Context: an optimization exercise on an open-source flow, tuned for small area. The choices shown serve that exercise and are no tape-out recipe.
Function was checked by simulation only, so behaviour that the tests miss may differ from the original.
Power figures rest on the tool's default switching activity, not on a simulated workload.

===== design.v =====
module adb_device (
    input  wire        clk,
    input  wire        rst_n,           
    input  wire        adb_in,          
    output wire        adb_drive_low,   
    input  wire        key_valid,       
    input  wire [7:0]  key_data,
    input  wire        mouse_valid,     
    input  wire [15:0] mouse_dx,
    input  wire [15:0] mouse_dy,
    input  wire        mouse_button,
    output reg  [7:0]  ctr_poll,
    output reg  [7:0]  ctr_talk_resp,
    output reg  [7:0]  ctr_bus_err,
    output reg  [7:0]  ctr_key_drop,
    output reg  [3:0]  last_bus_error
);
    localparam P_IDLE      = 4'd0;
    localparam P_WAIT_FALL = 4'd1;
    localparam P_ATTN      = 4'd2;
    localparam P_SYNC      = 4'd3;
    localparam P_CMD_LOW   = 4'd4;
    localparam P_CMD_HIGH  = 4'd5;
    localparam P_STOP      = 4'd6;
    localparam P_TALK      = 4'd7;
    localparam P_LWAIT     = 4'd9;
    localparam P_LRX_LOW   = 4'd10;
    localparam P_LRX_HIGH  = 4'd11;
    localparam P_LSTOP     = 4'd12;
    localparam D_NONE  = 2'd0;
    localparam D_KB_R2 = 2'd1;
    localparam D_KB_R3 = 2'd2;
    localparam D_MS_R3 = 2'd3;
    localparam D_POP1  = 2'd1;      
    localparam D_POP2  = 2'd2;      
    reg [3:0]  phase;
    reg        lastv;       
    reg [11:0] run;         
    reg [6:0]  offs;        
    reg [4:0]  nbits;       
    reg [15:0] shreg;       
    reg        srq;
    reg [1:0]  dest;
    reg [3:0]  kb_address;
    reg [7:0]  kb_handler;
    reg [15:0] kb_register2;
    reg [7:0]  slot [0:33];  
    reg [5:0]  wp;          
    reg [5:0]  rp;          
    reg [5:0]  last;        
    reg [3:0]  ms_address;
    reg [7:0]  ms_handler;
    reg [31:0] ms_accum_dx;
    reg [31:0] ms_accum_dy;
    reg        ms_button_pressed;
    reg        ms_button_changed;
    wire v  = adb_in;
    wire rs = !rst_n;
    function [31:0] add32;
        input [31:0] a;
        input [31:0] b;
        input        cin;
        reg          c;
        integer      k;
        begin
            c = cin;
            for (k = 0; k < 32; k = k + 1) begin
                add32[k] = a[k] ^ b[k] ^ c;
                c        = (a[k] & b[k]) | (c & (a[k] ^ b[k]));
            end
        end
    endfunction
    function [31:0] inc32;
        input [31:0] a;
        input        cin;
        reg          c;
        integer      k;
        begin
            c = cin;
            for (k = 0; k < 32; k = k + 1) begin
                inc32[k] = a[k] ^ c;
                c        = a[k] & c;
            end
        end
    endfunction
    function [31:0] incdec32;
        input [31:0] a;
        input        en;
        input        dec;
        reg          c;
        integer      k;
        begin
            c = en;
            for (k = 0; k < 32; k = k + 1) begin
                incdec32[k] = a[k] ^ c;
                c           = (a[k] ^ dec) & c;
            end
        end
    endfunction
    wire tx_on   = (nbits[4:1] != 4'd0);                  
    wire tx_bit  = (nbits == 5'd2) | shreg[15];
    wire tx_low  = tx_bit ? (offs < 7'd35) : (offs < 7'd65);
    assign adb_drive_low = rst_n &&
                           (((phase == P_STOP) && srq && (run < 12'd300)) ||
                            ((phase == P_TALK) && tx_on && tx_low));
    wire        lowrun_2799 = !v && !lastv && (run == 12'd2799);
    wire        pending_kb = !last[5];
    wire        pending_ms = (ms_accum_dx != 32'd0) || (ms_accum_dy != 32'd0) ||
                             ms_button_changed;
    wire [3:0]  addr   = shreg[7:4];
    wire        hit_kb = (addr == kb_address);
    wire        hit_ms = !hit_kb && (addr == ms_address);
    wire        latch_srq = hit_kb ? pending_ms :
                            hit_ms ? pending_kb : (pending_kb || pending_ms);
    wire        bitval = (run < 12'd50);
    wire dx_pos = !ms_accum_dx[31] && (ms_accum_dx[30:6] != 25'd0);
    wire dx_neg =  ms_accum_dx[31] && (ms_accum_dx[30:6] != {25{1'b1}});
    wire dy_pos = !ms_accum_dy[31] && (ms_accum_dy[30:6] != 25'd0);
    wire dy_neg =  ms_accum_dy[31] && (ms_accum_dy[30:6] != {25{1'b1}});
    wire [6:0] dx7 = dx_pos ? 7'h3F : dx_neg ? 7'h40 : ms_accum_dx[6:0];
    wire [6:0] dy7 = dy_pos ? 7'h3F : dy_neg ? 7'h40 : ms_accum_dy[6:0];
    wire [7:0]  tap    = slot[32];
    function [5:0] mod34;
        input [5:0] x;
        input [1:0] k;
        reg   [5:0] y;
        begin
            y = add32({26'd0, x}, {30'd0, k}, 1'b0);
            mod34 = (y[5] && (y[1] || y[2])) ? {4'd0, y[2], y[0]} : y;
        end
    endfunction
    reg [3:0]  n_phase;
    reg [6:0]  n_offs;
    reg [4:0]  n_nbits;
    reg [15:0] n_shreg;
    reg        n_srq;
    reg [1:0]  n_dest;
    reg        kb_rst, ms_rst, kb_flush, ms_flush;
    reg        kb_pop, ms_pop;
    reg        wr_r2, wr_kb_r3, wr_ms_r3;
    reg        err;
    reg [3:0]  err_code;
    reg        poll, talk_done;
    always @(*) begin
        n_phase   = phase;
        n_offs    = offs;
        n_nbits   = nbits;
        n_shreg   = shreg;
        n_srq     = srq;
        n_dest    = dest;
        kb_rst    = 1'b0;
        ms_rst    = 1'b0;
        kb_flush  = 1'b0;
        ms_flush  = 1'b0;
        kb_pop    = 1'b0;
        ms_pop    = 1'b0;
        wr_r2     = 1'b0;
        wr_kb_r3  = 1'b0;
        wr_ms_r3  = 1'b0;
        err       = 1'b0;
        err_code  = 4'd0;
        poll      = 1'b0;
        talk_done = 1'b0;
        if (lowrun_2799) begin
            kb_rst  = 1'b1;
            ms_rst  = 1'b1;
            n_phase = P_IDLE;
        end else begin
            case (phase)
                P_IDLE: begin
                    if (v) n_phase = P_WAIT_FALL;
                end
                P_WAIT_FALL: begin
                    if (!v) n_phase = P_ATTN;
                end
                P_ATTN: begin
                    if (v) begin
                        if (run >= 12'd560 && run <= 12'd1040) n_phase = P_SYNC;
                        else n_phase = P_WAIT_FALL;
                    end
                end
                P_SYNC: begin
                    if (v) begin
                        if (run >= 12'd95) begin err = 1'b1; err_code = 4'd1; end
                    end else begin
                        n_phase = P_CMD_LOW;
                        n_nbits = 5'd0;
                    end
                end
                P_CMD_LOW: begin
                    if (!v) begin
                        if (run >= 12'd80) begin err = 1'b1; err_code = 4'd2; end
                    end else begin
                        n_shreg = {shreg[14:0], bitval};
                        n_nbits = inc32({27'd0, nbits}, 1'b1);
                        n_phase = P_CMD_HIGH;
                    end
                end
                P_CMD_HIGH: begin
                    if (v) begin
                        if (run >= 12'd80) begin err = 1'b1; err_code = 4'd3; end
                    end else if (nbits[3] == 1'b0) begin
                        n_phase = P_CMD_LOW;
                    end else begin
                        n_srq   = latch_srq;
                        n_phase = P_STOP;
                    end
                end
                P_STOP: begin
                    if (!v) begin
                        if (run >= 12'd315) begin err = 1'b1; err_code = 4'd4; end
                    end else begin
                        poll    = 1'b1;
                        n_phase = P_WAIT_FALL;
                        n_offs  = 7'd1;
                        n_nbits = 5'd0;
                        n_dest  = D_NONE;
                        if (hit_kb || hit_ms) begin
                            case (shreg[3:2])
                                2'b00: begin
                                    kb_rst = hit_kb;
                                    ms_rst = hit_ms;
                                end
                                2'b01: begin
                                    kb_flush = hit_kb;
                                    ms_flush = hit_ms;
                                end
                                2'b10: begin
                                    n_phase = P_LWAIT;
                                    n_dest  = hit_ms ? ((shreg[1:0] == 2'd3) ? D_MS_R3 : D_NONE) :
                                              (shreg[1:0] == 2'd2) ? D_KB_R2 :
                                              (shreg[1:0] == 2'd3) ? D_KB_R3 : D_NONE;
                                end
                                default: begin
                                    if (hit_kb) begin
                                        case (shreg[1:0])
                                            2'd0: begin
                                                if (pending_kb) begin
                                                    n_phase = P_TALK;
                                                    n_shreg = 16'h00FF;
                                                    kb_pop  = 1'b1;
                                                    n_dest  = (last[4:0] != 5'd0) ? D_POP2 : D_POP1;
                                                end
                                            end
                                            2'd1: ;
                                            2'd2: begin
                                                n_phase = P_TALK;
                                                n_shreg = kb_register2;
                                            end
                                            default: begin
                                                n_phase = P_TALK;
                                                n_shreg = {4'h6, kb_address, kb_handler};
                                            end
                                        endcase
                                    end else begin
                                        case (shreg[1:0])
                                            2'd0: begin
                                                if (pending_ms) begin
                                                    n_phase = P_TALK;
                                                    n_shreg = {~ms_button_pressed, dy7, 1'b1, dx7};
                                                    ms_pop  = 1'b1;
                                                end
                                            end
                                            2'd3: begin
                                                n_phase = P_TALK;
                                                n_shreg = {4'h6, ms_address, ms_handler};
                                            end
                                            default: ;
                                        endcase
                                    end
                                end
                            endcase
                        end
                    end
                end
                P_TALK: begin
                    if (!tx_on && dest == D_POP2 && rp == 6'd33)
                        n_shreg[7:0] = tap;
                    if (!tx_on && ((dest == D_POP2 && rp == 6'd0) || (dest == D_POP1 && rp == 6'd33)))
                        n_shreg[15:8] = tap;
                    if (nbits == 5'd19 && offs == 7'd64) begin
                        n_phase   = P_IDLE;
                        talk_done = 1'b1;
                    end
                    if (offs == 7'd99) begin
                        n_offs  = 7'd0;
                        n_nbits = inc32({27'd0, nbits}, 1'b1);
                        if (nbits >= 5'd3)                     
                            n_shreg = {shreg[14:0], 1'b0};
                    end else begin
                        n_offs = inc32({25'd0, offs}, 1'b1);
                    end
                end
                P_LWAIT: begin
                    if (v) begin
                        if (run >= 12'd300) begin err = 1'b1; err_code = 4'd5; end
                    end else begin
                        n_phase = P_LRX_LOW;
                        n_nbits = 5'd0;
                    end
                end
                P_LRX_LOW: begin
                    if (!v) begin
                        if (run >= 12'd80) begin
                            err = 1'b1;
                            err_code = (nbits == 5'd0) ? 4'd6 : 4'd7;
                        end
                    end else if (nbits == 5'd0) begin
                        if (!bitval) begin
                            err = 1'b1; err_code = 4'd6;
                        end else begin
                            n_nbits = 5'd1;
                            n_phase = P_LRX_HIGH;
                        end
                    end else begin
                        n_shreg = {shreg[14:0], bitval};
                        n_nbits = inc32({27'd0, nbits}, 1'b1);
                        n_phase = P_LRX_HIGH;
                    end
                end
                P_LRX_HIGH: begin
                    if (v) begin
                        if (run >= 12'd80) begin err = 1'b1; err_code = 4'd8; end
                    end else if (nbits != 5'd17) begin
                        n_phase = P_LRX_LOW;
                    end else begin
                        n_phase = P_LSTOP;
                    end
                end
                P_LSTOP: begin
                    if (!v) begin
                        if (run >= 12'd80) begin err = 1'b1; err_code = 4'd9; end
                    end else begin
                        wr_r2    = (dest == D_KB_R2);
                        wr_kb_r3 = (dest == D_KB_R3);
                        wr_ms_r3 = (dest == D_MS_R3);
                        n_phase  = P_WAIT_FALL;
                    end
                end
                default: n_phase = P_IDLE;
            endcase
            if (err) n_phase = v ? P_WAIT_FALL : P_IDLE;
        end
    end
    wire addr_ok = (shreg[11:8] != 4'h0) && (shreg[15:8] != 8'hFE);
    wire hndl_ok = (shreg[7:0] != 8'h00) && (shreg[7:0] != 8'hFE);
    wire kb_init = kb_rst || rs;
    wire ms_init = ms_rst || rs;
    wire       kb_clr   = kb_init || kb_flush;
    wire       pop2     = kb_pop && (last[4:0] != 5'd0);
    wire       full     = (last == 6'd31) && !kb_pop && !kb_clr;
    wire       push     = key_valid && !full && rst_n;
    wire [5:0] l_delta  = !kb_pop ? {5'd0, push} :
                          !pop2   ? (push ? 6'h00 : 6'h3F) :
                                    (push ? 6'h3F : 6'h3E);
    wire [5:0] n_last   = kb_clr ? {6{!push}} :
                          add32({26'd0, last}, {26'd0, l_delta}, 1'b0);
    wire [5:0] n_wp     = rs ? 6'd1 : mod34(wp, {push, !push});
    wire [5:0] n_rp     = rs ? 6'd0 : kb_clr ? wp :
                          mod34(rp, {kb_pop, !kb_pop || pop2} + 2'd0);
    wire ms_clr   = ms_init || ms_flush;
    wire ms_valid = mouse_valid && rst_n;
    function [31:0] acc_next;
        input [31:0] acc;
        input        pos, neg, pop, clr, valid;
        input [15:0] d;
        reg   [31:0] base;
        reg   [15:0] dv;
        reg   [31:0] hi;
        reg   [31:0] op;
        begin
            base = (clr || (pop && !pos && !neg)) ? 32'd0 : acc;
            dv   = valid ? d : 16'd0;
            hi   = incdec32({21'd0, dv[15], dv[15:6]}, pop && (pos || neg), pos);
            op   = {{15{hi[10]}}, hi[10:0], dv[5:0]};
            acc_next = add32(base, op, pop && pos);
        end
    endfunction
    wire [31:0] n_acc_dx = acc_next(ms_accum_dx, dx_pos, dx_neg, ms_pop && rst_n, ms_clr, ms_valid, mouse_dx);
    wire [31:0] n_acc_dy = acc_next(ms_accum_dy, dy_pos, dy_neg, ms_pop && rst_n, ms_clr, ms_valid, mouse_dy);
    wire btn_step = ms_init ? 1'b0 : ms_button_pressed;
    wire chg_step = (ms_clr || ms_pop) ? 1'b0 : ms_button_changed;
    wire btn_evt  = ms_valid && (mouse_button != btn_step);
    integer i;
    always @(posedge clk) begin
        for (i = 0; i < 34; i = i + 1)
            slot[i] <= ~((push && wp == i) ? (key_data ^ {8{!i[0]}}) :
                                             slot[(i + 33) % 34]);
    end
    always @(posedge clk) begin
        lastv  <= v || rs;
        run    <= (v != lastv) ? 12'd1 : inc32({20'd0, run}, !(run[11] && run[10]));
        offs   <= n_offs;
        nbits  <= n_nbits;
        shreg  <= n_shreg;
        srq    <= n_srq;
        dest   <= n_dest;
        phase  <= rs ? P_IDLE : n_phase;
        if (kb_init) begin
            kb_address   <= 4'd2;
            kb_handler   <= 8'h02;
            kb_register2 <= 16'hFFFF;
        end else begin
            if (wr_r2) kb_register2 <= shreg;
            if (wr_kb_r3 && addr_ok) kb_address <= shreg[11:8];
            if (wr_kb_r3 && hndl_ok) kb_handler <= shreg[7:0];
        end
        if (ms_init) begin
            ms_address <= 4'd3;
            ms_handler <= 8'h02;
        end else begin
            if (wr_ms_r3 && addr_ok) ms_address <= shreg[11:8];
            if (wr_ms_r3 && hndl_ok) ms_handler <= shreg[7:0];
        end
        last              <= n_last;
        wp                <= n_wp;
        rp                <= n_rp;
        ms_accum_dx       <= n_acc_dx;
        ms_accum_dy       <= n_acc_dy;
        ms_button_pressed <= btn_evt ? mouse_button : btn_step;
        ms_button_changed <= btn_evt | chg_step;
        if (rs) begin
            ctr_poll       <= 8'd0;
            ctr_talk_resp  <= 8'd0;
            ctr_bus_err    <= 8'd0;
            ctr_key_drop   <= 8'd0;
            last_bus_error <= 4'd0;
        end else begin
            ctr_poll      <= inc32({24'd0, ctr_poll}, poll);
            ctr_talk_resp <= inc32({24'd0, ctr_talk_resp}, talk_done);
            ctr_bus_err   <= inc32({24'd0, ctr_bus_err}, err);
            ctr_key_drop  <= inc32({24'd0, ctr_key_drop}, key_valid && full);
            if (err) last_bus_error <= err_code;
        end
    end
endmodule

===== flow/run.sh =====
#!/bin/bash
# The standard layout (standard.sh), with two changes to what it inserts:
#  - ports are buffered with the smallest buffer (buf_1);
#  - the clock tree uses clkbuf_4 cells and no dummy loads.
# Each run's full output goes to a log file in this folder.
set -e
export BUFFER_PORTS_ARGS="-buffer_cell sky130_fd_sc_hd__buf_1"
export CTS_ARGS="-sink_clustering_enable -repair_clock_nets -dont_use_dummy_load -buf_list sky130_fd_sc_hd__clkbuf_4"
bash standard.sh > standard.log 2>&1

===== standard.sh =====
#!/bin/bash
# synth_recipe.tcl (not shown) runs the flow's synth.tcl, then flattens the netlist and writes it again
# the make line also repeats each setting of config.mk as NAME=value (left out here)
make -C /OpenROAD-flow-scripts/flow DESIGN_CONFIG=/design/flow/config.mk WORK_HOME=/design/flow/orfs CLKGATE_MAP_FILE= SYNTH_SCRIPT=/design/flow/synth_recipe.tcl "${@:-finish}"

===== config.mk =====
export PLATFORM = sky130hd
export DESIGN_NAME = adb_device
export DESIGN_NICKNAME = adb_device
export VERILOG_FILES = /design/flow/design.v
export SDC_FILE = /design/flow/constraint.sdc
export NUM_CORES = 4
export LEC_CHECK = 0
export CAP_MARGIN = 20
export CORE_MARGIN = 2
export CORE_UTILIZATION = 60
export SLEW_MARGIN = 20

===== constraint.sdc =====
create_clock -name core_clock -period 20.0 [get_ports {clk}]
set_input_delay 4.0000 -clock core_clock [delete_from_list [all_inputs] [get_ports {clk}]]
set_output_delay 4.0000 -clock core_clock [all_outputs]
set_load 0.01 [all_outputs]

==> results of run 1 <==
layout by cell type (no fill, tap or decap), types with 13 or more instances in the layout:
cell type / Yosys / layout
mux2_2: 14 / 14
nand4_1: 27 / 27
nand3_1: 31 / 31
buf_4: 2 / 18
inv_1: 69 / 69
clkbuf_4: 0 / 116
nor3_1: 36 / 34
dfxtp_1: 449 / 449
a221oi_1: 13 / 13
and2_1: 64 / 64
a211oi_1: 15 / 15
mux2i_1: 174 / 174
nand2b_1: 19 / 19
nor2b_1: 30 / 30
nor4_1: 24 / 24
buf_1: 9 / 81
nand2_1: 178 / 178
and3_1: 23 / 23
edfxtp_1: 31 / 31
nor2_1: 271 / 270
xnor2_1: 24 / 24
fa_1: 68 / 68
o21ai_0: 50 / 50
ha_1: 67 / 66
a21oi_1: 205 / 202
logic make-up (layout without fill, tap and decap cells):
logic type | Yosys count | after routing | share of synthesized area, %
AND/OR/NAND/NOR | 759 | 759 | 17.5
adder cells (fa/ha/maj) | 135 | 135 | 10.4
XOR/XNOR | 33 | 33 | 1.37
AO/OA/AOI/OAI | 388 | 388 | 11.1
other | 0 | 3 | 0
flip-flops | 480 | 480 | 46.9
buffers and inverters | 202 | 294 | 3.73
multiplexers | 188 | 188 | 8.98
report_power, final:
group / internal (mW) / switching, mW
sequential: 1.18 / 0.0997
clock: 0.261 / 0.329
combinational: 0.127 / 0.166
total: 1.57 / 0.595
state kept, by name, indices dropped and copies added, names as in the netlist, 5 cells and up:
name and cells:
rp 6, ms_handler 8, wp 6, ctr_poll 8, nbits 5, slot 272, kb_handler 8, shreg 16
run 12, offs 7, kb_register2 16, ctr_key_drop 8, ms_accum_dy 32, ms_accum_dx 32, last 6, ctr_bus_err 8
ctr_talk_resp 8
metrics by stage:
stage / instance area (µm²) / setup WS (ps) / power [mW] / util [%] / hold WS (ps)
floorplan: 21100 / 2940 / 1.49 / - / 383
global placement: 21700 / 2550 / 1.58 / 62.6 / 385
detailed placement: 21700 / 2300 / 1.59 / 62.7 / 389
CTS: 22600 / 3150 / 2.19 / 65.2 / 379
global route: 22600 / 2610 / 2.29 / 65.2 / 393
finish: 22600 / 3030 / 2.17 / 65.2 / 378
worst paths after layout:
path,startpoint,depth (start not counted),end,slack [ps]
worst min-delay path,slot[27][7]$_DFF_P_,1,slot[28][7]$_DFF_P_,380
worst max register to register,shreg[1]$_DFFE_PP_,42,ms_accum_dy[31]$_DFF_P_,6230
worst max-delay path,adb_in,46,ms_accum_dy[31]$_DFF_P_,3030
worst min register to register,slot[27][7]$_DFF_P_,1,slot[28][7]$_DFF_P_,380
cell type report:
class	count	share of cell area, %
repair buffers	100	1.97
well taps	455	2.52
inverters	78	1.30
diodes	3	0.0332
clock buffers	116	3.86
multi-input cells	1503	46.4
flip-flops and latches	480	43.9
layer usage:
layer | global-route usage [%] | share of wire (%)
met1 | 37.4 | 47
met3 | 5.43 | 6.1
met5 | 0 | 0
met2 | 42.1 | 45
met4 | 9.50 | 2.5
==> summary.txt, run 1 <==
Port bufs - 82
Worst path slowest cell - or4_1
Pwr dens - 95.9 nW/µm²
Primary FF master, synth - dfxtp_1
Worst skew pair latency - 820 ps
Setup TNS Final - 0 ps
Placed Cells - 2616
Syn Inst Count - 2185
Vias in the first global route - 15321
Synth unique cells - 84
Req. time, crit path - 20680 ps
CP Launch Type - input port
DP Wirelength - 32800 µm
Vias per inst - 5.80
Grt total ovfl - 0
Drt first pass iters - 5
Max incr delay on CP - 600 ps
Mapped Area - 21100 µm²
Total Routing Usage GR - 27.0%
Post-synth EDFFs - 31
Routability cong. - 0.878
Max frequency - 58.9 MHz
Fin. Hold Viols - 0
Nets - 2460
Clk slew on worst S/H paths - 60 ps
Max VDD drop - 0.0000553 V
Final ANT Viol Nets - 0
Status - no timing/DRC/antenna violations
1st-iter DRT viols - 897
Starting Density - 61.1%
Setup violations, final - 0
Most common cell in the netlist - dfxtp_1
Routed WL - 48700 µm
Post-synth top area share - 42.5%
Fill cell count - 2942
Syn_area_per_cell - 9.68 µm²
Routed via count - 15853
Layout Cells excl Fill - 2735
Initial antenna violation count - 2
Most used cell, CP - fa_1
H-tree levels - 3
Clock skew - 55.8 ps
Root buffer cell - clkbuf_4
Minimum clock period - 16970 ps
Die width - 192 µm
CP Max Fanout - 32
Largest net degree at the start of global routing - 48
CTS resizes - 0
CTS Hold Bufs - 0
Pleak - 9.52 nW
Site row count - 68
Number of synthesis warnings - 2
TritonCTS clock tree - built
First-pass GRT wire length - 79000 µm
Synth area leaders - dfxtp_1, mux2i_1, fa_1
Worst Tran Pin Value - 1170 ps
Wirelength per Cell - 17.8 µm
Crit path capture type - register
Die Area - 36800 µm²
Area of the multi-input gates - 10500 µm²
Register area share after synthesis - 46.9%
RSZ-0062 raised after global routing - no
Synth cell count leaders - dfxtp_1, nor2_1, a21oi_1
Drt drc - 0
CTS Buffer Depth - 3
CP Class - input port to register
Area delta synth->final - 6.81%
IO Pins - 83
Register area - 9920 µm²
Synth Net Count - 2366
Cell taking the most area after synthesis - dfxtp_1
Period utilisation layout - 84.8%
CP arrival - 17650 ps
CTS buffer count - 116
Fraction of layout instances using a drive strength above 1 - 8.26%
Top delay family on crit path - adder cells
Async SR Flop Fraction - 0%
Max Cap Viol - 0
Crit path buffers/inverters - 6
Placeable Area - 34600 µm²
Number of post-CTS setup repair buffers - 0
Max-slew violation count - 0
HP Class - register to register
Worst slew margin - 21.6%
Die Y - 192 µm
Yosys reg bits - 480
Num Clock Sinks - 480
==> inputs of run 2 (changes only) <==
==> flow/run.sh (replaced) <==
#!/bin/bash
# The standard layout (standard.sh) with these changes:
#  - synthesis: synth_recipe.tcl unchanged, except that ABC maps the logic
#    with an area-oriented script (flow/abc_area.script) in place of the
#    speed script; registers are mapped before ABC and are not touched;
#  - ports are buffered with the smallest buffer (buf_1);
#  - the clock tree uses clkbuf_8 cells driving clusters of at most 12
#    flip-flops, and no dummy loads.
# The flow's full output goes to standard.log in this folder.
set -e
here=$PWD
{
  head -n 1 synth_recipe.tcl
  cat <<EOF
proc abc {args} {
  set i [lsearch \$args -script]
  if {\$i >= 0} { lset args [expr {\$i + 1}] $here/flow/abc_area.script }
  yosys abc {*}\$args
}
EOF
  tail -n +2 synth_recipe.tcl
} > synth_area.tcl
export BUFFER_PORTS_ARGS="-buffer_cell sky130_fd_sc_hd__buf_1"
export CTS_ARGS="-sink_clustering_enable -repair_clock_nets -dont_use_dummy_load -buf_list sky130_fd_sc_hd__clkbuf_8 -sink_clustering_size 12 -sink_clustering_max_diameter 50 -sink_buffer_max_cap_derate 1.0"
bash standard.sh SYNTH_SCRIPT=$here/synth_area.tcl finish > standard.log 2>&1
==> flow/abc_area.script (new file) <==
strash
dch -f
amap -F 4 -A 8
topo
dnsize -c
==> summary.txt, run 2 <==
Root buffer cell - clkbuf_8
Most used cell, CP - fa_1
Register area share after synthesis - 51.9%
Primary FF master, synth - dfxtp_1
Vias per inst - 6.15
TritonCTS clock tree - built
Worst skew pair latency - 620 ps
Site row count - 65
Largest register FFs - 272
Placement Setup Slack - 1830 ps
Critical path launch point - adb_in
Placeable Area - 31500 µm²
CTS resizes - 0
CP arrival - 18130 ps
CP Class - input port to register
Number of post-CTS setup repair buffers - 0
CTS buffer count - 48
Max VDD drop - 0.0000914 V
Post-synth EDFFs - 31
Setup violations, final - 0
HP Class - register to register
N_diodes - 0
Synth cell count leaders - dfxtp_1, clkinv_1, o22ai_1
Mapped Area - 19100 µm²
Fin. Hold Viols - 0
Clk slew on worst S/H paths - 80 ps
Routed WL - 47500 µm
Post-synth top area share - 47.0%
Largest net degree at the start of global routing - 44
Die Area - 33300 µm²
Drt first pass iters - 5
DP Wirelength - 32800 µm
Commonest non-fill, non-tap cells in the layout - dfxtp_1, clkinv_1, o22ai_1
Routed via count - 15135
Worst Tran Pin Value - 1000 ps
Total Routing Usage GR - 28.7%
Max-slew violation count - 0
Most common cell after layout, fill and taps aside - dfxtp_1
Status - no timing/DRC/antenna violations
Final Hold Slack - 402 ps
Wirelength per Cell - 19.3 µm
Crit path capture type - register
Port bufs - 82
Top reg by flops - slot
CP Max Fanout - 24
Area delta synth->final - 8.83%
Hold Crit Start - slot[30][3]$_DFF_P_
Nets - 2240
Die Y - 183 µm
CTS Hold Bufs - 0
Cell taking the most area after synthesis - dfxtp_1
Most common cell in the netlist - dfxtp_1
Regs by FF count - slot (272), ms_accum_dx (32), ms_accum_dy (32)
Async SR Flop Fraction - 0%
Syn_area_per_cell - 10.1 µm²
Setup TNS Final - 0 ps
Routability cong. - 0.946
Starting Density - 60.7%
Pleak - 7.50 nW
Pwr dens - 99.0 nW/µm²
CP Launch Type - input port
Grt total ovfl - 0
Final Util - 66.1%
RSZ-0062 raised after global routing - no
CTS Buffer Depth - 3
Number of synthesis warnings - 2
Initial antenna violation count - 0
Max frequency - 56.8 MHz
Synth area leaders - dfxtp_1, o22ai_1, fa_1
Max Cap Viol - 0
1st-iter DRT viols - 1248
Synth Net Count - 2083
First-pass GRT wire length - 76600 µm
Die width - 183 µm
Period utilisation layout - 88.1%
Syn Inst Count - 1902
Worst slew margin - 32.7%
IO Pins - 83
Drt drc - 0
PnR worst setup slack - 2380 ps
Worst path slowest cell - buf_1
Fraction of layout instances using a drive strength above 1 - 3.84%
Max incr delay on CP - 490 ps
Clock skew - 82.0 ps
Final total power - 2.06 mW
Vias in the first global route - 14583
Yosys reg bits - 480
Worst R2R Start - ms_accum_dy[24]$_DFF_P_
Minimum clock period - 17620 ps
Synth unique cells - 49
Req. time, crit path - 20510 ps
Final ANT Viol Nets - 0
H-tree levels - 2
Num Clock Sinks - 480
run 2: stage by stage:
stage	cell area [µm²]	cells
after floorplan	19100	1902
after global placement	20100	2411
after detailed placement	20100	2411
after CTS	20800	2459
after global routing	20800	2459
final	20800	2459
run 2: cells by family (layout without fill, tap and decap cells):
group                      Yosys count  in the layout  synth area share (%)
AOI/OAI and AO/OA                  567            567                  19.9
buffers and inverters              246            401                  4.83
adders and majority gates          135            135                  11.5
xor gates and xnor gates             1              1                0.0458
and+or+nand+nor                    473            473                  11.8
DFF                                480            480                  51.9
run 2: power breakdown:
group	switching [mW]	internal (mW)
logic	0.144	0.133
clock network	0.303	0.213
registers	0.0879	1.18
total	0.535	1.53
run 2: critical path: cells and delay by family:
| kind | cells | cell delay [ps] |
|---|---|---|
| compound gates | 5 | 1020 |
| fa+ha+maj | 32 | 10790 |
| buf+inv | 7 | 1770 |
| simple gates | 4 | 520 |
run 2: final cells by class:
type	instances	area (µm²)
repair buffers	108	503
well taps	402	503
fillers	2607	10700
multi-input cells	1176	8300
inverters	245	920
clock buffers	48	661
flip-flops and latches	480	9920
run 2: layer usage:
metal / vias up / GRT usage (%) / share of wire (%)
met4: 0 / 9.13 / 3.0
met3: 113 / 3.93 / 5.7
met1: 7260 / 40.5 / 46
met2: 487 / 46.0 / 46
met5: - / 0 / 0
li1: 7275 / - / -
run 2: worst paths after layout:
kind                        endpoint  slack [ps]  depth (start not counted)
min reg2reg      slot[31][3]$_DFF_P_         400                          1
max          ms_accum_dy[31]$_DFF_P_        2380                         48
max reg2reg  ms_accum_dy[31]$_DFF_P_        5080                         45
min              slot[31][3]$_DFF_P_         400                          1
==> inputs of run 3 (changes only) <==
==> flow/run.sh (replaced) <==
#!/bin/bash
# The standard layout (standard.sh) with these changes:
#  - synthesis: synth_recipe.tcl unchanged, except that ABC maps the logic
#    with an area-oriented script (flow/abc_area.script) in place of the
#    speed script; registers are mapped before ABC and are not touched;
#  - ports are buffered with the smallest buffer (buf_1);
#  - the clock tree uses clkbuf_4 cells driving clusters of at most 8
#    flip-flops, and no dummy loads.
# The flow's full output goes to standard.log in this folder.
set -e
here=$PWD
{
  head -n 1 synth_recipe.tcl
  cat <<EOF
proc abc {args} {
  set i [lsearch \$args -script]
  if {\$i >= 0} { lset args [expr {\$i + 1}] $here/flow/abc_area.script }
  yosys abc {*}\$args
}
EOF
  tail -n +2 synth_recipe.tcl
} > synth_area.tcl
export BUFFER_PORTS_ARGS="-buffer_cell sky130_fd_sc_hd__buf_1"
export CTS_ARGS="-sink_clustering_enable -repair_clock_nets -dont_use_dummy_load -buf_list sky130_fd_sc_hd__clkbuf_4 -sink_clustering_size 8 -sink_clustering_max_diameter 50 -sink_buffer_max_cap_derate 1.0"
bash standard.sh SYNTH_SCRIPT=$here/synth_area.tcl finish > standard.log 2>&1
==> summary.txt, run 3 <==
Status - no timing/DRC/antenna violations
CP Max Fanout - 24
Num Clock Sinks - 480
Mapped Area - 19100 µm²
Syn Inst Count - 1902
Design Area, Final - 20700 µm²
CP Class - input port to register
Synth unique cells - 49
Metal2 WL - 22000 µm
H-tree levels - 3
Synth cell count leaders - dfxtp_1, clkinv_1, o22ai_1
Port bufs - 82
Drt first pass iters - 6
Sw frac - 26.8%
CTS Buffer Depth - 3
Post-synth EDFFs - 31
Reg power frac - 63.0%
HP Class - register to register
Hold Crit Start - slot[19][5]$_DFF_P_
Fraction of layout instances using a drive strength above 1 - 4.86%
CP Launch Type - input port
Routability cong. - 0.946
Top delay family on crit path - adder cells
R2R cell count - 45
Switching power - 0.539 mW
Req. time, crit path - 20640 ps
Clock skew - 115 ps
Site row count - 65
First-pass GRT wire length - 77500 µm
Synth Net Count - 2083
Hold path depth - 1
DP Wirelength - 32800 µm
Area delta synth->final - 8.14%
Pwr dens - 97.4 nW/µm²
Crit path buffers/inverters - 7
Worst R2R Start - ms_accum_dy[24]$_DFF_P_
Number of synthesis warnings - 2
Worst Tran Pin Value - 1010 ps
Max layer used - met4
Vias per inst - 6.13
Placeable Area - 31500 µm²
Max Cap Viol - 0
Primary FF master, synth - dfxtp_1
Max frequency - 57.2 MHz
IO Pins - 83
Total length of routed met3 wires - 2790 µm
Period utilisation layout - 87.4%
Minimum clock period - 17480 ps
Most common cell after layout, fill and taps aside - dfxtp_1
Placement Setup Slack - 1830 ps
Root buffer cell - clkbuf_4
Routed WL - 47800 µm
M1 wire length - 21800 µm
Die Area - 33300 µm²
Register area share after synthesis - 51.9%
Most used cell, CP - fa_1
Hold EP - slot[20][5]$_DFF_P_
Most common cell in the netlist - dfxtp_1
Layout Cells excl Fill - 2482
Gate power share - 13.8%
Die Y - 183 µm
Max-slew violation count - 0
1st-iter DRT viols - 1234
Fin. Hold Viols - 0
Setup violations, final - 0
Commonest non-fill, non-tap cells in the layout - dfxtp_1, clkinv_1, o22ai_1
Yosys reg bits - 480
RSZ-0062 raised after global routing - no
Number of post-CTS setup repair buffers - 0
Regs by FF count - slot (272), ms_accum_dx (32), ms_accum_dy (32)
Area post-placement - 20100 µm²
Synth area leaders - dfxtp_1, o22ai_1, fa_1
Grt total ovfl - 0
PnR worst setup slack - 2520 ps
CTS buffer count - 70
Crit path capture type - register
Post-synth top area share - 47.0%
CTS Hold Bufs - 0
Internal power - 1.47 mW
Routed via count - 15210
Max incr delay on CP - 470 ps
Final ANT Viol Nets - 0
Cell taking the most area after synthesis - dfxtp_1
CTS resizes - 0
Max VDD drop - 0.0000786 V
Largest register FFs - 272
Initial antenna violation count - 1
Worst slew margin - 32.5%
Largest net degree at the start of global routing - 44
FF-to-FF setup slack - 5110 ps
Drt drc - 0
Placed Cells - 2411
Wirelength per Cell - 19.3 µm
Die width - 183 µm
Pleak - 7.48 nW
Clk slew on worst S/H paths - 90 ps
Syn_area_per_cell - 10.1 µm²
Starting Density - 60.7%
Async SR Flop Fraction - 0%
RR Endpoint - ms_accum_dy[31]$_DFF_P_
CP arrival - 18110 ps
TritonCTS clock tree - built
Total Routing Usage GR - 29.2%
Worst skew pair latency - 750 ps
Worst path slowest cell - buf_1
Clock share of power - 23.2%
Top reg by flops - slot
Final Hold Slack - 362 ps
Setup TNS Final - 0 ps
Vias in the first global route - 14789
Nets - 2262
==> run 3: changes by cell type in the layout (fill, tap and decap cells not counted), sizes merged <==
cell,change
clkbuf,+22
diode,+1
==> run 3: stage by stage <==
stage	power, mW	util, %
floorplan	1.46	-
global placement	1.55	64.0
detailed placement	1.56	64.0
CTS	2.02	65.7
global route	2.11	65.7
finish	2.01	65.7
==> run 3: worst max-delay path by stage <==
stage                     cells past startpoint                       to  startpoint
after floorplan                              43  ms_accum_dy[31]$_DFF_P_       rst_n
after global placement                       48  ms_accum_dy[31]$_DFF_P_      adb_in
after detailed placement                     48  ms_accum_dy[31]$_DFF_P_      adb_in
after CTS                                    48  ms_accum_dy[31]$_DFF_P_      adb_in
after global routing                         48  ms_accum_dy[31]$_DFF_P_      adb_in
final                                        48  ms_accum_dy[31]$_DFF_P_      adb_in
==> run 3: layer usage <==
| metal | global-route usage (%) | vias up |
|---|---|---|
| li1 | - | 7344 |
| met1 | 40.9 | 7268 |
| met2 | 46.7 | 497 |
| met3 | 4.17 | 101 |
| met4 | 9.68 | 0 |
| met5 | 0 | - |
==> run 3: cell families after synthesis <==
family | Yosys count | share of synthesized area, %
xor gates and xnor gates | 1 | 0.0458
buffers and inverters | 246 | 4.83
DFF | 480 | 51.9
and+or+nand+nor | 473 | 11.8
AOI/OAI and AO/OA | 567 | 19.9
adders and majority gates | 135 | 11.5
==> run 3: area by class of cell <==
cell class / instances / area, µm²
diodes: 1 / 2.50
clock buffers: 70 / 526
fillers: 2644 / 10800
inverters: 245 / 920
multi-input cells: 1176 / 8300
flip-flops and latches: 480 / 9920
well taps: 402 / 503
repair buffers: 108 / 503
==> run 3: power groups by stage <==
stage	Combinational (mW)	Sequential (mW)	Clock, mW
after floorplan	0.205	1.25	0
after global placement	0.270	1.28	0
after detailed placement	0.276	1.28	0
after CTS	0.278	1.26	0.476
after global routing	0.313	1.28	0.518
final	0.278	1.27	0.467
==> inputs of run 4 (changes only) <==
--- a/flow/run.sh
+++ b/flow/run.sh
@@ -1,7 +1,8 @@
 #!/bin/bash
 # The standard layout (standard.sh) with these changes:
 #  - synthesis: synth_recipe.tcl unchanged, except that ABC maps the logic
-#    with an area-oriented script (flow/abc_area.script) in place of the
+#    with an area-oriented script (flow/abc_area.script: AIG rewriting by
+#    deepsyn for 60 s, then area-only standard-cell mapping) in place of the
 #    speed script; registers are mapped before ABC and are not touched;
 #  - ports are buffered with the smallest buffer (buf_1);
 #  - the clock tree uses clkbuf_4 cells driving clusters of at most 8
==> flow/abc_area.script (replaced) <==
strash
&get -n
&deepsyn -T 60
&put
dch -f
amap -F 4 -A 8
topo
dnsize -c
--- a/config.mk
+++ b/config.mk
@@ -7,5 +7,5 @@
 export LEC_CHECK = 0
 export CAP_MARGIN = 20
 export CORE_MARGIN = 2
-export CORE_UTILIZATION = 60
+export CORE_UTILIZATION = 70
 export SLEW_MARGIN = 20
==> summary.txt, run 4 <==
Placeable Area - 26100 µm²
Die Y - 167 µm
Mapped Area - 18700 µm²
Setup TNS Final - 0 ps
IO Pins - 83
Sw frac - 27.0%
DP Wirelength - 31400 µm
Starting Density - 71.6%
Pleak - 7.42 nW
TritonCTS clock tree - built
1st-iter DRT viols - 1323
Post-synth top area share - 48.1%
Commonest non-fill, non-tap cells in the layout - dfxtp_1, o22ai_1, clkinv_1
Mux cell area share after synthesis - 0%
Top reg by flops - slot
Largest register FFs - 272
Clock share of power - 22.9%
FF-to-FF setup slack - 5350 ps
Num Clock Sinks - 480
Design Area, Final - 20100 µm²
Routability cong. - 0.964
CP Launch Type - input port
R2R cell count - 49
Routed WL - 45400 µm
Total Routing Usage GR - 32.5%
CTS Hold Bufs - 0
Period utilisation layout - 86.3%
Number of post-CTS setup repair buffers - 0
CTS Buffer Depth - 3
Final ANT Viol Nets - 0
Minimum clock period - 17270 ps
Port bufs - 82
Max Cap Viol - 0
Synth area leaders - dfxtp_1, o22ai_1, fa_1
Placed Cells - 2297
Nets - 2216
Reg power frac - 63.2%
Fraction of layout instances using a drive strength above 1 - 4.57%
Syn Inst Count - 1862
Worst Tran Pin Value - 1200 ps
Grt total ovfl - 0
Worst skew pair latency - 750 ps
Compound-Gate Fraction of Synth Area - 18.3%
Root buffer cell - clkbuf_4
Largest net degree at the start of global routing - 39
Yosys reg bits - 480
Synth cell count leaders - dfxtp_1, o22ai_1, clkinv_1
Max VDD drop - 0.000105 V
RSZ-0062 raised after global routing - no
Vias in the first global route - 14995
Final Util - 77.0%
Max incr delay on CP - 620 ps
Site row count - 59
Synth unique cells - 49
Async SR Flop Fraction - 0%
Regs by FF count - slot (272), ms_accum_dx (32), ms_accum_dy (32)
Top delay family on crit path - adder cells
Most used cell, CP - fa_1
Layout Cells excl Fill - 2369
Number of synthesis warnings - 2
CTS resizes - 0
Pwr dens - 102 nW/µm²
Die Area - 28000 µm²
Die width - 167 µm
Primary FF master, synth - dfxtp_1
Internal power - 1.49 mW
CTS buffer count - 71
Syn_area_per_cell - 10.0 µm²
Fin. Hold Viols - 0
Crit path buffers/inverters - 6
Post-synthesis adder-cell area fraction - 11.8%
Worst R2R Start - shreg[5]$_DFFE_PP_
Max-slew violation count - 0
Area delta synth->final - 7.64%
Drt drc - 0
Drt first pass iters - 19
Hold Crit Start - slot[15][2]$_DFF_P_
First-pass GRT wire length - 74100 µm
Gate power share - 14.0%
H-tree levels - 3
XOR/XNOR share of the synthesized area - 0%
Worst slew margin - 19.9%
Hold path depth - 1
CP Max Fanout - 9
Hold EP - slot[16][2]$_DFF_P_
Largest family of logic cells by synthesized area - compound AO/OA/AOI/OAI gates
Register area share after synthesis - 53.0%
Synth Net Count - 2043
Worst path slowest cell - nor2_1
Crit path capture type - register
Clock skew - 112 ps
Area post-placement - 19600 µm²
Most common cell in the netlist - dfxtp_1
PnR worst setup slack - 2730 ps
Routed via count - 14965
Setup violations, final - 0
HP Class - register to register
Status - no timing/DRC/antenna violations
Most common cell after layout, fill and taps aside - dfxtp_1
Vias per inst - 6.32
RR Endpoint - ms_accum_dy[31]$_DFF_P_
Placement Setup Slack - 2040 ps
Initial antenna violation count - 1
CP Class - input port to register
Post-synth EDFFs - 31
Clk slew on worst S/H paths - 80 ps
Max frequency - 57.9 MHz
Cell taking the most area after synthesis - dfxtp_1
Req. time, crit path - 20630 ps
Switching power - 0.552 mW
CP arrival - 17900 ps
Wirelength per Cell - 19.2 µm
Simple-gate share of the synthesized area - 12.0%
-- run 4: power by group through the flow --
stage	registers [mW]	logic, mW	clock network [mW]
6_report	1.29	0.286	0.468
5_1_grt	1.31	0.319	0.510
3_5_place_dp	1.30	0.282	0
2_1_floorplan	1.27	0.209	0
4_1_cts	1.29	0.284	0.473
3_3_place_gp	1.30	0.269	0
-- run 4: metal layers --
metal	wire (µm)	part of all wire, %	global-route usage, %	vias to the layer above
met5	0	0	0	-
li1	-	-	-	7100
met3	3280	7.2	5.51	155
met1	19400	43	43.7	7099
met2	21100	46	53.1	611
met4	1670	3.7	12.9	0
-- run 4: cell families after synthesis --
| logic type | Yosys count |
|---|---|
| AOI/OAI and AO/OA | 525 |
| DFF | 480 |
| and+or+nand+nor | 479 |
| buffers and inverters | 243 |
| adders and majority gates | 135 |
-- run 4: cell type report --
class	count	area, µm²
sequential	480	9920
multi-input combinational	1139	7900
fill	1830	6000
inverter	242	908
clock buffer	71	533
timing repair buffer	101	450
tap	335	419
antenna	1	2.50
-- run 4: per-stage QoR --
step	hold slack [ps]	total power, mW
2_1_floorplan	401	1.48
3_3_place_gp	403	1.57
3_5_place_dp	407	1.59
4_1_cts	355	2.05
5_1_grt	366	2.14
6_report	358	2.05
-- run 4: worst max-delay path by stage --
stage / startpoint / to / slack (ps) / depth (start not counted)
2_1_floorplan: adb_in / ms_accum_dy[31]$_DFF_P_ / 2600 / 47
3_3_place_gp: adb_in / ms_accum_dy[31]$_DFF_P_ / 2590 / 48
3_5_place_dp: adb_in / ms_accum_dy[31]$_DFF_P_ / 2040 / 48
4_1_cts: adb_in / ms_accum_dy[31]$_DFF_P_ / 2760 / 48
5_1_grt: adb_in / ms_accum_dy[31]$_DFF_P_ / 1970 / 48
6_report: adb_in / ms_accum_dy[31]$_DFF_P_ / 2730 / 48
==> inputs of run 5 (changes only) <==
--- a/config.mk
+++ b/config.mk
@@ -7,5 +7,5 @@
 export LEC_CHECK = 0
 export CAP_MARGIN = 20
 export CORE_MARGIN = 2
-export CORE_UTILIZATION = 70
+export CORE_UTILIZATION = 60
 export SLEW_MARGIN = 20
==> summary.txt, run 5 <==
Commonest non-fill, non-tap cells in the layout - dfxtp_1, o22ai_1, clkinv_1
Max VDD drop - 0.0000794 V
Syn Inst Count - 1862
CTS buffer count - 70
Starting Density - 61.0%
Area delta synth->final - 8.01%
Status - no timing/DRC/antenna violations
Vias in the first global route - 14133
Req. time, crit path - 20650 ps
Die Y - 181 µm
Port bufs - 82
HP Class - register to register
Drt drc - 0
Setup violations, final - 0
Async SR Flop Fraction - 0%
Yosys reg bits - 480
Final Util - 65.9%
Clock skew - 88.6 ps
Syn_area_per_cell - 10.0 µm²
Placeable Area - 30700 µm²
Most used cell, CP - fa_1
Worst skew pair latency - 730 ps
Register area - 9920 µm²
CTS Buffer Depth - 3
Fraction of layout instances using a drive strength above 1 - 4.53%
Largest net degree at the start of global routing - 39
Drt first pass iters - 5
Site row count - 64
TritonCTS clock tree - built
H-tree levels - 3
Routed via count - 14525
Vias per inst - 5.98
Synth unique cells - 49
Most common cell in the netlist - dfxtp_1
IO Pins - 83
Pleak - 7.42 nW
Max incr delay on CP - 600 ps
Wirelength per Cell - 18.6 µm
CP Max Fanout - 9
Regs by FF count - slot (272), ms_accum_dx (32), ms_accum_dy (32)
Die width - 181 µm
Clk slew on worst S/H paths - 90 ps
Cell taking the most area after synthesis - dfxtp_1
CP Launch Type - input port
Routed WL - 45200 µm
Synth cell count leaders - dfxtp_1, o22ai_1, clkinv_1
Die Area - 32600 µm²
Hold Crit Start - slot[26][5]$_DFF_P_
Final ANT Viol Nets - 0
Nets - 2215
Hold path depth - 1
Number of post-CTS setup repair buffers - 0
Area of the multi-input gates - 7900 µm²
Register area share after synthesis - 53.0%
CP arrival - 17990 ps
Crit path capture type - register
Max frequency - 57.7 MHz
Total Routing Usage GR - 27.8%
Post-synth top area share - 48.1%
Number of synthesis warnings - 2
CTS Hold Bufs - 0
Fill cell count - 2535
1st-iter DRT viols - 1131
Initial antenna violation count - 1
Synth area leaders - dfxtp_1, o22ai_1, fa_1
Max-slew violation count - 0
Period utilisation layout - 86.7%
Critical path launch point - adb_in
Worst slew margin - 18.4%
CTS resizes - 0
Top reg by flops - slot
Routability cong. - 0.939
Most common cell after layout, fill and taps aside - dfxtp_1
R2R cell count - 48
Mapped Area - 18700 µm²
Worst path slowest cell - nor2_1
Largest register FFs - 272
Worst R2R Start - run[5]$_SDFF_PP0_
Root buffer cell - clkbuf_4
Post-synth EDFFs - 31
Worst Tran Pin Value - 1210 ps
First-pass GRT wire length - 73600 µm
Pwr dens - 101 nW/µm²
CP Class - input port to register
Minimum clock period - 17350 ps
Max Cap Viol - 0
Num Clock Sinks - 480
Synth Net Count - 2043
RSZ-0062 raised after global routing - no
Grt total ovfl - 0
DP Wirelength - 31300 µm
Fin. Hold Viols - 0
Setup TNS Final - 0 ps
Primary FF master, synth - dfxtp_1
run 5: power by group:
part	switching, mW	internal [mW]
registers	0.0921	1.20
logic	0.147	0.134
clock network	0.303	0.162
run 5: worst paths after layout:
kind                             end  slack [ps]
max          ms_accum_dy[31]$_DFF_P_        2650
max reg2reg  ms_accum_dy[31]$_DFF_P_        5470
min reg2reg      slot[27][5]$_DFF_P_         400
min              slot[27][5]$_DFF_P_         400
run 5: metal layers:
| metal | vias to the layer above | part of all wire, % | track usage, % |
|---|---|---|---|
| li1 | 7083 | - | - |
| met1 | 6856 | 46 | 39.4 |
| met2 | 473 | 45 | 43.6 |
| met3 | 113 | 6.2 | 4.71 |
| met4 | 0 | 3.0 | 9.39 |
| met5 | - | 0 | 0 |
run 5: cell families (layout without fill, tap and decap cells):
group | count (synthesis) | count (layout) | synth area share [%]
fa+ha+maj | 135 | 135 | 11.8
compound gates | 525 | 525 | 18.3
other cells | 0 | 1 | 0
buf+inv | 243 | 413 | 4.88
flops | 480 | 480 | 53.0
simple gates | 479 | 479 | 12.0
run 5: layout make-up:
class                           instances  share of cell area (%)
Antenna cell                            1                  0.0124
Multi-Input combinational cell       1139                    39.1
Tap cell                              396                    2.45
Sequential cell                       480                    49.1
Inverter                              242                    4.50
Timing Repair Buffer                  101                    2.23
Clock buffer                           70                    2.60
run 5: metrics by stage:
step | power, mW | std cells | instance area (µm²) | setup slack [ps] | hold WS [ps]
after CTS | 2.04 | 2428 | 20200 | 2750 | 384
final | 2.03 | 2429 | 20200 | 2650 | 397
after global routing | 2.14 | 2429 | 20200 | 1930 | 413
after detailed placement | 1.58 | 2358 | 19700 | 1990 | 407
after floorplan | 1.48 | 1862 | 18700 | 2600 | 401
after global placement | 1.58 | 2358 | 19700 | 2310 | 404
run 5: worst max-delay path, delay by kind of cell:
| family | cells | cell delay [ps] |
|---|---|---|
| fa+ha+maj | 32 | 10860 |
| simple gates | 7 | 1600 |
| compound gates | 3 | 520 |
| buf+inv | 6 | 980 |
==> inputs of run 6 (changes only) <==
--- a/flow/run.sh
+++ b/flow/run.sh
@@ -5,7 +5,7 @@
 #    deepsyn for 60 s, then area-only standard-cell mapping) in place of the
 #    speed script; registers are mapped before ABC and are not touched;
 #  - ports are buffered with the smallest buffer (buf_1);
-#  - the clock tree uses clkbuf_4 cells driving clusters of at most 8
+#  - the clock tree uses clkbuf_4 cells driving clusters of at most 9
 #    flip-flops, and no dummy loads.
 # The flow's full output goes to standard.log in this folder.
 set -e
@@ -22,5 +22,5 @@
   tail -n +2 synth_recipe.tcl
 } > synth_area.tcl
 export BUFFER_PORTS_ARGS="-buffer_cell sky130_fd_sc_hd__buf_1"
-export CTS_ARGS="-sink_clustering_enable -repair_clock_nets -dont_use_dummy_load -buf_list sky130_fd_sc_hd__clkbuf_4 -sink_clustering_size 8 -sink_clustering_max_diameter 50 -sink_buffer_max_cap_derate 1.0"
+export CTS_ARGS="-sink_clustering_enable -repair_clock_nets -dont_use_dummy_load -buf_list sky130_fd_sc_hd__clkbuf_4 -sink_clustering_size 9 -sink_clustering_max_diameter 50 -sink_buffer_max_cap_derate 1.0"
 bash standard.sh SYNTH_SCRIPT=$here/synth_area.tcl finish > standard.log 2>&1
==> summary.txt, run 6 <==
Site row count - 64
H-tree levels - 2
Grt total ovfl - 0
Max-slew violation count - 0
Fill cell count - 2549
Period utilisation layout - 86.7%
Routed via count - 14412
Setup TNS Final - 0 ps
Pwr dens - 99.3 nW/µm²
Synth cell count leaders - dfxtp_1, o22ai_1, clkinv_1
Reg power frac - 64.4%
Starting Density - 61.0%
Post-synthesis adder-cell area fraction - 11.8%
Die Area - 32600 µm²
Worst slew margin - 18.9%
Area of the multi-input gates - 7900 µm²
Pleak - 7.37 nW
Number of synthesis warnings - 2
Wirelength per Cell - 18.6 µm
Number of post-CTS setup repair buffers - 0
Commonest non-fill, non-tap cells in the layout - dfxtp_1, o22ai_1, clkinv_1
Async SR Flop Fraction - 0%
CP Class - input port to register
Crit path capture type - register
Met3 Track Usage GR - 3.84%
Status - no timing/DRC/antenna violations
Root buffer cell - clkbuf_4
Syn_area_per_cell - 10.0 µm²
Mux cell area share after synthesis - 0%
Regs by FF count - slot (272), ms_accum_dx (32), ms_accum_dy (32)
Synth area leaders - dfxtp_1, o22ai_1, fa_1
Largest register FFs - 272
CTS Hold Bufs - 0
DP Wirelength - 31300 µm
Max incr delay on CP - 600 ps
HP Class - register to register
Synth unique cells - 49
Met2 Use GR - 43.6%
Routability cong. - 0.939
Vias in the first global route - 14024
Drt drc - 0
Cell taking the most area after synthesis - dfxtp_1
Max frequency - 57.7 MHz
Largest family of logic cells by synthesized area - compound AO/OA/AOI/OAI gates
CP Max Fanout - 9
Minimum clock period - 17340 ps
Worst path slowest cell - nor2_1
CP arrival - 17970 ps
Sw frac - 26.6%
CTS Buffer Depth - 3
Post-synth top area share - 48.1%
Setup violations, final - 0
Most common cell in the netlist - dfxtp_1
Die width - 181 µm
Initial antenna violation count - 1
Largest net degree at the start of global routing - 39
Final ANT Viol Nets - 0
Mapped Area - 18700 µm²
IO Pins - 83
Synth Net Count - 2043
Compound-Gate Fraction of Synth Area - 18.3%
Clock skew - 166 ps
TritonCTS clock tree - built
Vias per inst - 5.96
Req. time, crit path - 20630 ps
Routed WL - 45000 µm
Clock share of power - 21.6%
Internal power - 1.47 mW
Design Area, Final - 20100 µm²
CTS resizes - 0
CTS buffer count - 60
Placeable Area - 30700 µm²
GR Util met1 - 39.5%
RSZ-0062 raised after global routing - no
Num Clock Sinks - 480
Most common cell after layout, fill and taps aside - dfxtp_1
Top reg by flops - slot
Simple-gate share of the synthesized area - 12.0%
Syn Inst Count - 1862
Fin. Hold Viols - 0
Most used cell, CP - fa_1
CP Launch Type - input port
Worst skew pair latency - 820 ps
Gate power share - 14.0%
Port bufs - 82
Post-synth EDFFs - 31
Nets - 2205
Area delta synth->final - 7.61%
Total Routing Usage GR - 27.5%
Yosys reg bits - 480
Primary FF master, synth - dfxtp_1
Drt first pass iters - 8
Register area - 9920 µm²
Area post-placement - 19700 µm²
Die Y - 181 µm
Global routing's busiest layer - met2
Max VDD drop - 0.0000805 V
Max Cap Viol - 0
1st-iter DRT viols - 1102
XOR/XNOR share of the synthesized area - 0%
First-pass GRT wire length - 73400 µm
Worst Tran Pin Value - 1200 ps
Clk slew on worst S/H paths - 90 ps
Switching power - 0.532 mW
Register area share after synthesis - 53.0%
Fraction of layout instances using a drive strength above 1 - 4.06%
run 6: path summary, 6_finish.rpt:
check                                          endpoint           startpoint  slack, ps  cells after the start
worst min register to register      slot[24][7]$_DFF_P_  slot[23][7]$_DFF_P_        280                      1
worst min-delay path                slot[24][7]$_DFF_P_  slot[23][7]$_DFF_P_        280                      1
worst max-delay path            ms_accum_dy[31]$_DFF_P_               adb_in       2660                     48
worst max register to register  ms_accum_dy[31]$_DFF_P_    run[5]$_SDFF_PP0_       5510                     48
run 6: area by class of cell:
cell class / instances / share of cell area [%]
sequential: 480 / 49.3
tap: 396 / 2.46
inverter: 242 / 4.51
antenna: 1 / 0.0124
timing repair buffer: 101 / 2.24
multi-input combinational: 1139 / 39.2
clock buffer: 60 / 2.24
run 6: cell families (layout without fill, tap and decap cells):
group	Yosys count	after routing
compound gates	525	525
fa+ha+maj	135	135
simple gates	479	479
other cells	0	1
buf+inv	243	403
flops	480	480
run 6: critical path: cells and delay by family:
kind	cells	cell delay, ps
and+or+nand+nor	7	1610
AOI/OAI and AO/OA	3	520
adders and majority gates	32	10870
buffers and inverters	6	970
run 6: power by group through the flow:
| stage | registers [mW] | clock network, mW | logic [mW] |
|---|---|---|---|
| 2_1_floorplan | 1.27 | 0 | 0.209 |
| 3_3_place_gp | 1.30 | 0 | 0.273 |
| 3_5_place_dp | 1.30 | 0 | 0.279 |
| 4_1_cts | 1.28 | 0.441 | 0.282 |
| 5_1_grt | 1.31 | 0.479 | 0.318 |
| 6_report | 1.29 | 0.431 | 0.281 |
run 6: per-layer routing:
layer  vias up  share of wire, %
met1      6814                47
met5         -                 0
met3        93               5.6
met4         0               2.5
li1       7059                 -
met2       446                45
run 6: per-stage QoR:
stage / hold slack (ps) / utilization (%) / setup slack (ps) / std cells / power (mW)
2_1_floorplan: 401 / - / 2600 / 1862 / 1.48
3_3_place_gp: 404 / 64.1 / 2310 / 2358 / 1.58
3_5_place_dp: 407 / 64.1 / 1990 / 2358 / 1.58
4_1_cts: 285 / 65.6 / 2730 / 2418 / 2.01
5_1_grt: 307 / 65.6 / 1920 / 2419 / 2.10
6_report: 277 / 65.6 / 2660 / 2419 / 2.00
==> inputs of run 7 (changes only) <==
--- a/flow/run.sh
+++ b/flow/run.sh
@@ -5,7 +5,7 @@
 #    deepsyn for 60 s, then area-only standard-cell mapping) in place of the
 #    speed script; registers are mapped before ABC and are not touched;
 #  - ports are buffered with the smallest buffer (buf_1);
-#  - the clock tree uses clkbuf_4 cells driving clusters of at most 9
+#  - the clock tree uses clkbuf_4 cells driving clusters of at most 10
 #    flip-flops, and no dummy loads.
 # The flow's full output goes to standard.log in this folder.
 set -e
@@ -22,5 +22,5 @@
   tail -n +2 synth_recipe.tcl
 } > synth_area.tcl
 export BUFFER_PORTS_ARGS="-buffer_cell sky130_fd_sc_hd__buf_1"
-export CTS_ARGS="-sink_clustering_enable -repair_clock_nets -dont_use_dummy_load -buf_list sky130_fd_sc_hd__clkbuf_4 -sink_clustering_size 9 -sink_clustering_max_diameter 50 -sink_buffer_max_cap_derate 1.0"
+export CTS_ARGS="-sink_clustering_enable -repair_clock_nets -dont_use_dummy_load -buf_list sky130_fd_sc_hd__clkbuf_4 -sink_clustering_size 10 -sink_clustering_max_diameter 50 -sink_buffer_max_cap_derate 1.0"
 bash standard.sh SYNTH_SCRIPT=$here/synth_area.tcl finish > standard.log 2>&1
==> summary.txt, run 7 <==
Status - no timing/DRC/antenna violations
CTS Buffer Depth - 3
XOR/XNOR share of the synthesized area - 0%
Commonest non-fill, non-tap cells in the layout - dfxtp_1, o22ai_1, clkinv_1
Mux cell area share after synthesis - 0%
Vias per inst - 5.97
Setup violations, final - 0
Site row count - 64
Design Area, Final - 20100 µm²
Cell taking the most area after synthesis - dfxtp_1
Synth unique cells - 49
CP Max Fanout - 9
Crit path buffers/inverters - 6
Synth Net Count - 2043
RSZ-0062 raised after global routing - no
Initial antenna violation count - 1
Number of synthesis warnings - 2
Syn Inst Count - 1862
Mapped Area - 18700 µm²
IO Pins - 83
Compound-Gate Fraction of Synth Area - 18.3%
Num Clock Sinks - 480
Clock skew - 144 ps
Routed WL - 45100 µm
Simple-gate share of the synthesized area - 12.0%
Most common cell in the netlist - dfxtp_1
Async SR Flop Fraction - 0%
Pwr dens - 98.9 nW/µm²
Max incr delay on CP - 600 ps
HP Class - register to register
Most common cell after layout, fill and taps aside - dfxtp_1
Synth cell count leaders - dfxtp_1, o22ai_1, clkinv_1
Post-synth top area share - 48.1%
Die width - 181 µm
Max-slew violation count - 0
Fraction of layout instances using a drive strength above 1 - 3.87%
Wirelength per Cell - 18.7 µm
Area delta synth->final - 7.45%
Setup TNS Final - 0 ps
Syn_area_per_cell - 10.0 µm²
CP Launch Type - input port
Worst slew margin - 23.3%
Register area share after synthesis - 53.0%
Number of post-CTS setup repair buffers - 0
DP Wirelength - 31300 µm
Routed via count - 14422
CTS buffer count - 56
Top reg by flops - slot
Worst skew pair latency - 780 ps
Max Cap Viol - 0
Largest net degree at the start of global routing - 39
Crit path capture type - register
1st-iter DRT viols - 1152
Largest register FFs - 272
Fin. Hold Viols - 0
Pleak - 7.35 nW
Final total power - 1.99 mW
Primary FF master, synth - dfxtp_1
Top delay family on crit path - adder cells
Die Area - 32600 µm²
Post-synth EDFFs - 31
Die Y - 181 µm
Port bufs - 82
Largest family of logic cells by synthesized area - compound AO/OA/AOI/OAI gates
Period utilisation layout - 86.6%
Placeable Area - 30700 µm²
Drt drc - 0
Starting Density - 61.0%
Clk slew on worst S/H paths - 100 ps
Minimum clock period - 17320 ps
CP arrival - 17940 ps
Post-synthesis adder-cell area fraction - 11.8%
Area post-placement - 19700 µm²
Grt total ovfl - 0
Req. time, crit path - 20620 ps
Drt first pass iters - 5
Regs by FF count - slot (272), ms_accum_dx (32), ms_accum_dy (32)
Final ANT Viol Nets - 0
CP Class - input port to register
First-pass GRT wire length - 73500 µm
Nets - 2201
CTS resizes - 0
Max VDD drop - 0.0000801 V
Max frequency - 57.7 MHz
Worst Tran Pin Value - 1140 ps
Routability cong. - 0.939
Vias in the first global route - 14022
Synth area leaders - dfxtp_1, o22ai_1, fa_1
H-tree levels - 2
Most used cell, CP - fa_1
Root buffer cell - clkbuf_4
TritonCTS clock tree - built
CTS Hold Bufs - 0
Worst path slowest cell - nor2_1
Yosys reg bits - 480
Total Routing Usage GR - 27.6%
==> run 7: path summary, 6_finish.rpt <==
| kind | start | endpoint | slack [ps] | depth (start not counted) |
|---|---|---|---|---|
| max | adb_in | ms_accum_dy[31]$_DFF_P_ | 2680 | 48 |
| min reg2reg | slot[23][7]$_DFF_P_ | slot[24][7]$_DFF_P_ | 330 | 1 |
| max reg2reg | run[5]$_SDFF_PP0_ | ms_accum_dy[31]$_DFF_P_ | 5500 | 48 |
| min | slot[23][7]$_DFF_P_ | slot[24][7]$_DFF_P_ | 330 | 1 |
==> run 7: cell type report <==
class	instances	area [µm²]
diodes	1	2.50
well taps	396	495
multi-input cells	1139	7900
inverters	242	908
clock buffers	56	420
fillers	2554	10600
repair buffers	101	450
flip-flops and latches	480	9920
==> run 7: kinds of logic (layout without fill, tap and decap cells) <==
logic type | count (synthesis) | in the layout
buffers and inverters | 243 | 399
adders and majority gates | 135 | 135
and+or+nand+nor | 479 | 479
AOI/OAI and AO/OA | 525 | 525
DFF | 480 | 480
other | 0 | 1
==> run 7: metrics by stage <==
stage                     hold WS [ps]  util [%]  instances  worst slack, ps
after floorplan                    401         -       1862             2600
after global placement             404      64.1       2358             2310
after detailed placement           407      64.1       2358             1990
after CTS                          329      65.5       2414             2720
after global routing               346      65.5       2415             1910
final                              329      65.5       2415             2680
==> run 7: routing by layer <==
layer | part of all wire [%] | vias to the layer above | GRT usage [%]
met3 | 5.4 | 101 | 3.72
met4 | 2.7 | 0 | 8.52
li1 | - | 7048 | -
met2 | 45 | 428 | 43.6
met1 | 47 | 6845 | 39.7
met5 | 0 | - | 0
==> run 7: where the power goes <==
part | switching (mW) | total, mW | internal, mW
registers | 0.0914 | 1.29 | 1.20
logic | 0.147 | 0.281 | 0.134
clock network | 0.292 | 0.420 | 0.128

## what the ideal ports hide
In the flow no input, the clock included, has a driving cell. The finished layouts below were timed again as built, in two steps.
Step 1 assumes that a clkbuf_16 drives the clock port and a buf_2 every other input.
Step 2 moves the port delays by t, midway between the first and last clock arrival at a register: inputs arrive t later, outputs are due t later. That takes back most of the time a late clock gives input paths.
a / b / c = ideal / step 1 / step 2; a / b = the first two.
| run | t, ns | slack for setup (ns) | worst setup path at the end | slew at the worst register clock pin (ns) |
|---|---|---|---|---|
| run 1 | 0.836 | 3.030 / 3.062 / 2.227 | input to register | 0.07 / 0.07 |
| run 2 | 0.622 | 2.382 / 2.393 / 1.771 | input to register | 0.08 / 0.08 |
| run 3 | 0.744 | 2.524 / 2.537 / 1.793 | input to register | 0.10 / 0.10 |
| run 4 | 0.736 | 2.731 / 2.745 / 2.009 | input to register | 0.10 / 0.10 |
| run 5 | 0.739 | 2.654 / 2.666 / 1.927 | input to register | 0.11 / 0.11 |
| run 6 | 0.786 | 2.660 / 2.667 / 1.881 | input to register | 0.12 / 0.12 |
| run 7 | 0.758 | 2.684 / 2.691 / 1.933 | input to register | 0.12 / 0.12 |
After both steps setup and hold are still met in every run listed. For run 1, which loses most, drivers alone change the setup slack by +0.032 ns; drivers and shift together by -0.803 ns.
